Source: an optimization exercise on an open RTL-to-GDS flow (aim: small area). Production flows keep margins and buffers that such runs may drop. RTL that was checked went through simulation tests only; none was proved equivalent to the original. Power figures rest on the tool's default switching activity, not on a simulated workload.

==> run a: inputs <==
Design ooktx, start of the top module:
module ooktx (
    input  wire        clk,
    input  wire        rst,
    input  wire        us_tick,
    input  wire        bus_sel,
    input  wire        bus_wr,
    input  wire [4:0]  bus_addr,
    input  wire [31:0] bus_wdata,
    output reg  [31:0] bus_rdata,
    output wire        bus_err,
    output wire        ook_out
);
    localparam [1:0] PH_IDLE = 2'd0, PH_BIT = 2'd1, PH_GAP = 2'd2;
    reg [1:0]  cmd_var;
    reg        cmd_act;
    reg [3:0]  cmd_unit;
    reg [7:0]  cmd_reps;
    reg [31:0] ident;
    reg        st_done, st_errbusy, st_errvar;
    reg [31:0] now;
    reg [1:0]  cv;                  
    reg        ca;                  
    reg [25:0] cid;                 
    reg        cuok;                
    reg [1:0]  cx;                  
    reg [7:0]  creps;
    reg [1:0]  ph;
    reg [7:0]  rep;
    reg [2:0]  rpl;
    reg [8:0]  k;                   
    reg [8:0]  wc;                  
    reg        pin;
    reg        dl;                  
    assign ook_out = pin;
    wire       lrn   = ~cv[1] & ~cv[0];
    wire       hle   = cv[1];
    wire       hok   = cx[1];
    wire       valid = ~(cv[1] & cv[0]);
    wire [2:0] hv    = {cid[6] & cid[5], cid[6] & ~cid[5], cid[4]};
    wire [2:0] uv    = {cid[3] | (cid[2] & (cid[1] | cid[0])), ~(cid[1] ^ cid[0]), ~cid[0]};
    wire [5:0] q  = k[8:3];         
    wire [2:0] kb = k[2:0];         
    reg [3:0] tnd;
    always @* begin
        case ({hle, hok, cuok})
  ...
Settings: LEC_CHECK=0, CAP_MARGIN=0, CORE_MARGIN=2, CORE_UTILIZATION=60, CTS_BUF_LIST=sky130_fd_sc_hd__clkbuf_8, SLEW_MARGIN=0; clock period 20.0 ns.
standard.sh (not shown) runs the stock make flow with config.mk's settings and CLKGATE_MAP_FILE= SYNTH_SCRIPT=/design/flow/synth_recipe.tcl, a recipe that flattens the netlist after the stock synthesis.
==> flow/flow/run.sh <==
#!/bin/bash
set -euo pipefail
W=$(pwd)
cat > "$W/own_synth.tcl" <<EOF
proc abc {args} {
  set i [lsearch -exact \$args -script]
  if {\$i >= 0} { lset args [expr {\$i + 1}] {$W/flow/area.abc} }
  yosys abc {*}\$args
}
source {$W/synth_recipe.tcl}
EOF
sed "s#/synth_recipe\.tcl#/own_synth.tcl#" standard.sh > own_standard.sh
grep -q own_synth.tcl own_standard.sh
bash own_standard.sh "BUFFER_PORTS_ARGS=-buffer_cell sky130_fd_sc_hd__buf_1" \
    "CTS_ARGS=-sink_clustering_enable -repair_clock_nets -buf_list sky130_fd_sc_hd__clkbuf_8 -root_buf sky130_fd_sc_hd__clkbuf_2 -dont_use_dummy_load" \
    finish > "$W/orfs_make.log" 2>&1
test -s out/final.def
==> flow/flow/area.abc <==
strash
dc2
&get -n
&st
&dch
&nf -R 1000 -p
&st
&synch2
&nf -R 1000 -p
&put
==> run b (differences from run a) <==
--- a/flow/design.v
+++ b/flow/design.v
@@ -48,33 +48,33 @@
             3'b011:                 tnd = 4'd11;
             3'b110:                 tnd = 4'd9;
             default:                tnd = 4'd13;
         endcase
     end
     wire q_hi = q[5] | q[4];
     wire tlt  = ~q_hi & (q[3:0] < tnd);
     wire tend = ~q_hi & (q[3:0] == tnd + 4'd1);
-    wire [3:0] p    = q[3:0] - {2'b00, hle & hok, 1'b0};
-    wire [2:0] f1   = hok ? hv : uv;
-    wire [2:0] g    = p[2] ? uv : f1;
-    wire       gsel = p[2] ? (hok & cuok) : (hok | cuok);
-    reg        gb;
-    always @* begin
-        case (p[1:0])
-            2'd1:    gb = g[2];
-            2'd2:    gb = g[1];
-            2'd3:    gb = g[0];
-            default: gb = 1'b0;
-        endcase
-    end
-    wire [1:0] ps   = {hok & cuok, hok ^ cuok};      
-    wire       td   = ~q_hi & ((~p[3] & gsel & gb)
-                             | (p == {ps, 1'b0, ~hle})
-                             | ((p == {ps, 2'b10}) & ca));
+    wire [3:0] q4  = q[3:0];
+    wire [3:0] hq  = hle ? q4 - 4'd2 : q4;          
+    wire [3:0] us  = hok ? (hle ? 4'd6 : 4'd4) : 4'd0;
+    wire [3:0] uq  = q4 - us;                         
+    reg td;
+    always @* begin
+        td = 1'b0;
+        if (hok && hq == 4'd1) td = hv[2];
+        if (hok && hq == 4'd2) td = hv[1];
+        if (hok && hq == 4'd3) td = hv[0];
+        if (cuok && uq == 4'd1) td = uv[2];
+        if (cuok && uq == 4'd2) td = uv[1];
+        if (cuok && uq == 4'd3) td = uv[0];
+        if (q4 == tnd - (hle ? 4'd3 : 4'd2)) td = 1'b1;
+        if (q4 == tnd - 4'd1) td = ca;
+        if (q_hi) td = 1'b0;
+    end
     wire id_slot = (q != 6'd0) && (q <= 6'd26);
     reg  lv;
     always @* begin
         case (q)
             6'd28:   lv = ~ca;
             6'd29:   lv = 1'b1;
             6'd30:   lv = 1'b1;
             6'd31:   lv = cx[0];
@@ -108,43 +108,52 @@
         begin
             c = ci;
             for (i = 0; i < 32; i = i + 1) begin
                 inc[i] = a[i] ^ c;
                 c = c & a[i];
             end
         end
     endfunction
+    function [8:0] dec9(input [8:0] a);
+        integer i;
+        reg b;
+        begin
+            b = 1'b1;
+            for (i = 0; i < 9; i = i + 1) begin
+                dec9[i] = a[i] ^ b;
+                b = b & ~a[i];
+            end
+        end
+    endfunction
     wire       busy    = ph[0] | ph[1];
     wire       tb      = us_tick & busy;
-    function [8:0] wm1(input [1:0] v, input gap);
-        wm1 = gap ? 9'd349 : (v == 2'd0) ? 9'd249 : v[1] ? 9'd419 : 9'd349;
-    endfunction
-    wire       wend    = (wc == wm1(cv, ph[1]));    
-    wire       se      = tb & wend;                 
+    wire       wz      = (wc == 9'd0);
+    wire       se      = tb & wz;                   
     wire       kend    = ph[0] ? (lrn ? lend : (tend & (kb == 3'd7)))
                                : (k == 9'd99);
     wire       rpl4    = rpl[2];
-    wire       gtop    = se & ph[1] & kend;         
-    wire [7:0] rep_inc = inc({24'd0, rep}, gtop);   
-    wire       replast = (rep_inc == creps);        
+    wire [7:0] rep_inc = inc({24'd0, rep}, 1'b1);
+    wire       replast = (rep_inc == creps);
     wire       fend    = se & ph[0] & kend;         
-    wire       gend    = gtop;
+    wire       gend    = se & ph[1] & kend;         
     wire [31:0] t_now  = inc(now, us_tick);
     wire [1:0]  t_ph   = (fend & rpl4) ? PH_GAP :
                          gend ? (replast ? PH_IDLE : PH_BIT) : ph;
     wire        t_busy = t_ph[0] | t_ph[1];
     wire        t_done = st_done | (gend & replast);
-    wire        k_clr  = se & kend;
-    wire        p_clr  = fend & rpl4;
-    wire [8:0]  t_k    = {9{~k_clr}} & inc({23'd0, k}, se);
-    wire [2:0]  t_rpl  = {3{~p_clr}} & inc({29'd0, rpl}, fend);
-    wire [7:0]  t_rep  = rep_inc;                   
+    wire [8:0]  t_k    = se ? (kend ? 9'd0 : inc({23'd0, k}, 1'b1)) : k;
+    wire [2:0]  t_rpl  = fend ? (rpl4 ? 3'd0 : inc({29'd0, rpl}, 1'b1)) : rpl;
+    wire [7:0]  t_rep  = (gend & ~replast) ? rep_inc : rep;
     wire        t_pin  = se ? ((ph[0] & ~kend) ? fnext : t_ph[0]) : pin;
     wire        rot    = se & ph[0] & lrn & (kb == 3'd3) & id_slot;
+    function [8:0] wm1(input [1:0] v, input gap);
+        wm1 = gap ? 9'd349 : (v == 2'd0) ? 9'd249 : v[1] ? 9'd419 : 9'd349;
+    endfunction
+    wire [8:0]  t_wc   = tb ? (wz ? wm1(cv, t_ph[1]) : dec9(wc)) : wc;
     wire       a_ok   = (bus_addr[1:0] == 2'b00);
     wire [2:0] reg_ix = bus_addr[4:2];
     assign bus_err    = ~a_ok | (reg_ix == 3'd7);
     wire       wr     = bus_sel & bus_wr & a_ok;
     wire       wr_cmd = wr & (reg_ix == 3'd0);
     wire       wr_id  = wr & (reg_ix == 3'd1);
     wire       start  = wr & (reg_ix == 3'd2) & bus_wdata[0];
     wire       wr_st  = wr & (reg_ix == 3'd3);
@@ -170,61 +179,65 @@
                   | {{8{s_rep}} & t_rep, 5'd0, {3{s_bit}} & t_rpl, 7'd0, {9{s_bit}} & t_k};
     end
     wire uok_l = ~cmd_unit[3] & (cmd_unit[2] ? (~cmd_unit[1] & ~cmd_unit[0])
                                              : (cmd_unit[1] | cmd_unit[0]));
     wire [3:0] iu = ident[3:0];
     wire uok_4 = ~iu[3] & (iu[2] ? (~iu[1] & ~iu[0]) : (iu[1] | iu[0]));
     wire uok_8 = (~iu[3] & (iu[2] | iu[1] | iu[0])) | (iu == 4'd8);
     wire hok_t = ident[7] & (ident[6] | ident[5]);
-    wire        c_ld  = wr_cmd & ~rst, c_kp  = ~wr_cmd & ~rst;
-    wire        i_ld  = wr_id & ~rst,  i_kp  = ~wr_id & ~rst;
-    wire        n_ld  = wr_now & ~rst, n_stp = ~wr_now & ~rst;
-    wire [14:0] cmd_q = {cmd_reps, cmd_unit, cmd_act, cmd_var};
-    wire [14:0] cmd_w = {bus_wdata[15:4], bus_wdata[2:0]};
-    wire [14:0] cmd_d = ({15{c_ld}} & cmd_w) | ({15{c_kp}} & cmd_q)
-                      | {5'd0, rst, 5'd0, rst, 3'd0};
-    wire id_ld = acc & ~rst, id_rot = rot & ~acc & ~rst, id_kp = ~id_ld & ~id_rot;
-    wire       go    = acc & (cmd_reps != 8'd0) & ~rst;
-    always @(posedge clk) begin
-        wc  <= {9{~(se | go)}} & inc({23'd0, wc}, tb);
-        k   <= {9{~go}} & t_k;
-        rep <= {8{~go}} & t_rep;
-        rpl <= {3{~go}} & t_rpl;
-        cid <= ({26{id_ld}} & ident[25:0]) | ({26{id_rot}} & {cid[24:0], cid[25]})
-             | ({26{id_kp}} & cid);
-        {cmd_reps, cmd_unit, cmd_act, cmd_var} <= cmd_d;
-        ident <= ({32{i_ld}} & bus_wdata) | ({32{i_kp}} & ident);
-        now   <= ({32{n_ld}} & bus_wdata) | ({32{n_stp}} & t_now);
-    end
     always @(posedge clk) begin
         if (rst) begin
+            cmd_var    <= 2'd0;
+            cmd_act    <= 1'b0;
+            cmd_unit   <= 4'd1;
+            cmd_reps   <= 8'd4;
+            ident      <= 32'd0;
             st_done    <= 1'b0;
             st_errbusy <= 1'b0;
             st_errvar  <= 1'b0;
+            now        <= 32'd0;
             cv         <= 2'd3;
             ph         <= PH_IDLE;
             pin        <= 1'b0;
         end else begin
+            now     <= wr_now ? bus_wdata : t_now;
             ph      <= t_ph;
+            rep     <= t_rep;
+            rpl     <= t_rpl;
+            k       <= t_k;
+            wc      <= t_wc;
             pin     <= t_pin;
             st_done <= t_done & ~(wr_st & bus_wdata[1]);
             if (se & ph[0] & (kb == 3'd3)) dl <= lv;
+            if (rot) cid <= {cid[24:0], cid[25]};
+            if (wr_cmd) begin
+                cmd_var  <= bus_wdata[1:0];
+                cmd_act  <= bus_wdata[2];
+                cmd_unit <= bus_wdata[7:4];
+                cmd_reps <= bus_wdata[15:8];
+            end
+            if (wr_id) ident <= bus_wdata;
             if (wr_st & bus_wdata[2]) st_errbusy <= 1'b0;
             if (wr_st & bus_wdata[3]) st_errvar  <= 1'b0;
             if (start & t_busy) st_errbusy <= 1'b1;
             if (start & ~t_busy & cmd_var[1] & cmd_var[0]) st_errvar <= 1'b1;
             if (acc) begin
                 cv    <= cmd_var;
                 ca    <= cmd_act;
+                cid   <= ident[25:0];
                 creps <= cmd_reps;
                 cuok  <= (cmd_var == 2'd0) ? uok_l : cmd_var[1] ? uok_4 : uok_8;
                 cx    <= {(cmd_var == 2'd0) ? (uok_l & cmd_unit[0]) : hok_t,
                           uok_l & (cmd_unit[1] ^ cmd_unit[0])};
                 st_done <= (cmd_reps == 8'd0);
                 if (cmd_reps != 8'd0) begin
                     ph  <= PH_BIT;
+                    rep <= 8'd0;
+                    rpl <= 3'd0;
+                    k   <= 9'd0;
+                    wc  <= wm1(cmd_var, 1'b0);
                     pin <= 1'b1;
                 end
             end
         end
     end
 endmodule
==> flow/flow/run.sh (replaced) <==
#!/bin/bash
# Own layout flow: the standard ORFS flow with two changes.
#  1. The final technology mapping (Yosys abc) uses flow/area.abc, an
#     area-oriented ABC script, instead of ORFS's speed script. Everything
#     else in synthesis is the standard flow's synthesis (synth_recipe.tcl), so the
#     registers and their names are the standard synthesis's.
#  2. Port buffers are buf_1 cells (BUFFER_PORTS_ARGS).
# Each tool's output goes to a log file in this folder; ORFS's own logs are
# under orfs/logs.
set -euo pipefail
W=$(pwd)
cat > "$W/own_synth.tcl" <<EOF
proc abc {args} {
  set i [lsearch -exact \$args -script]
  if {\$i >= 0} { lset args [expr {\$i + 1}] {$W/flow/area.abc} }
  yosys abc {*}\$args
}
source {$W/synth_recipe.tcl}
EOF
sed "s#/synth_recipe\.tcl#/own_synth.tcl#" standard.sh > own_standard.sh
grep -q own_synth.tcl own_standard.sh
bash own_standard.sh "BUFFER_PORTS_ARGS=-buffer_cell sky130_fd_sc_hd__buf_1" finish > "$W/orfs_make.log" 2>&1
test -s out/final.def
==> flow/flow/area.abc (replaced) <==
&get -n
&st
&dch
&nf -R 1000
&put
==> flow/config.mk (replaced) <==
export PLATFORM = sky130hd
export DESIGN_NAME = ooktx
export DESIGN_NICKNAME = ooktx
export VERILOG_FILES = /design/flow/design.v
export SDC_FILE = /design/flow/constraint.sdc
export NUM_CORES = 4
export LEC_CHECK = 0
export CAP_MARGIN = 20
export CORE_MARGIN = 2
export CORE_UTILIZATION = 40
export CTS_BUF_LIST = sky130_fd_sc_hd__clkbuf_8
export SLEW_MARGIN = 20
==> run summary <==
                                                                                  run a                      run b
Run status                                                               finished clean             finished clean
DIE WIDTH                                                                        113 µm                     147 µm
Number of cell rows                                                                  39                         52
Delay contributed by the slowest stage of the critical path                     0.32 ns                    0.22 ns
Leading cell type in the layout, fill and taps excluded        sky130_fd_sc_hd__dfxtp_1    sky130_fd_sc_hd__nor2_1
Tightest Pin Transition                                                         1.16 ns                    1.11 ns
Synth Area in Simple Gates                                                        0.144                      0.180
Clock power frac                                                                  0.338                      0.400
Highest net fanout along the worst path                                               2                          3
Library cell used as clock root buffer                        sky130_fd_sc_hd__clkbuf_2  sky130_fd_sc_hd__clkbuf_8
Number of logic inverters in the finished layout                                     35                         26
Multi-input combinational area share                                              0.480                      0.465
DP Wirelength                                                                  13300 µm                   15800 µm
Worst Setup Slack, final                                                        5.48 ns                    5.63 ns
Syn Inst Count                                                                      710                        881
Maximum number of pins on one net before global-route repair                         41                        106
Worst slew margin relative to its limit                                           0.220                      0.257
Number of placed cells counting well taps                                           938                       1240
Tot GR Track Use                                                                  0.303                      0.213
LEAKAGE                                                                      0.00343 µW                 0.00379 µW
Routed len/inst                                                                 19.5 µm                    17.7 µm
Per-cell via count in the routed design                                            6.44                       5.49
Met3 routing resource usage after global routing                                 0.0541                     0.0463
Seq. cell area                                                                 3230 µm²                   3780 µm²
Combinational Power Share                                                         0.033                      0.057
Only the layout flow was run in run b; the RTL was not checked for function there.

## re-timing with driven ports
In the flow no input, the clock included, has a driving cell. The finished layouts below were timed again as built, in two steps.
Step 1 assumes that a clkbuf_16 drives the clock port and a buf_2 every other input.
Step 2 adds t to the input delays and takes it off the output delays; t is the mean of the earliest and latest rising clock arrival at the registers after step 1. Input paths then give back, and output paths get back, about the clock's delay inside the block.
Slacks: ideal ports / drivers / drivers and shift; pairs: ideal ports / drivers.
run | t, ns | setup WS [ns] | worst slew at a driven data input, ns
run a | 0.827 | 5.480 / 5.460 / 5.460 | 0.06
run b | 0.508 | 5.625 / 5.601 / 5.601 | 0.06
After both steps setup and hold are still met in every run listed. For run b, which loses most, drivers alone change the setup slack by -0.024 ns; drivers and shift together by -0.024 ns.
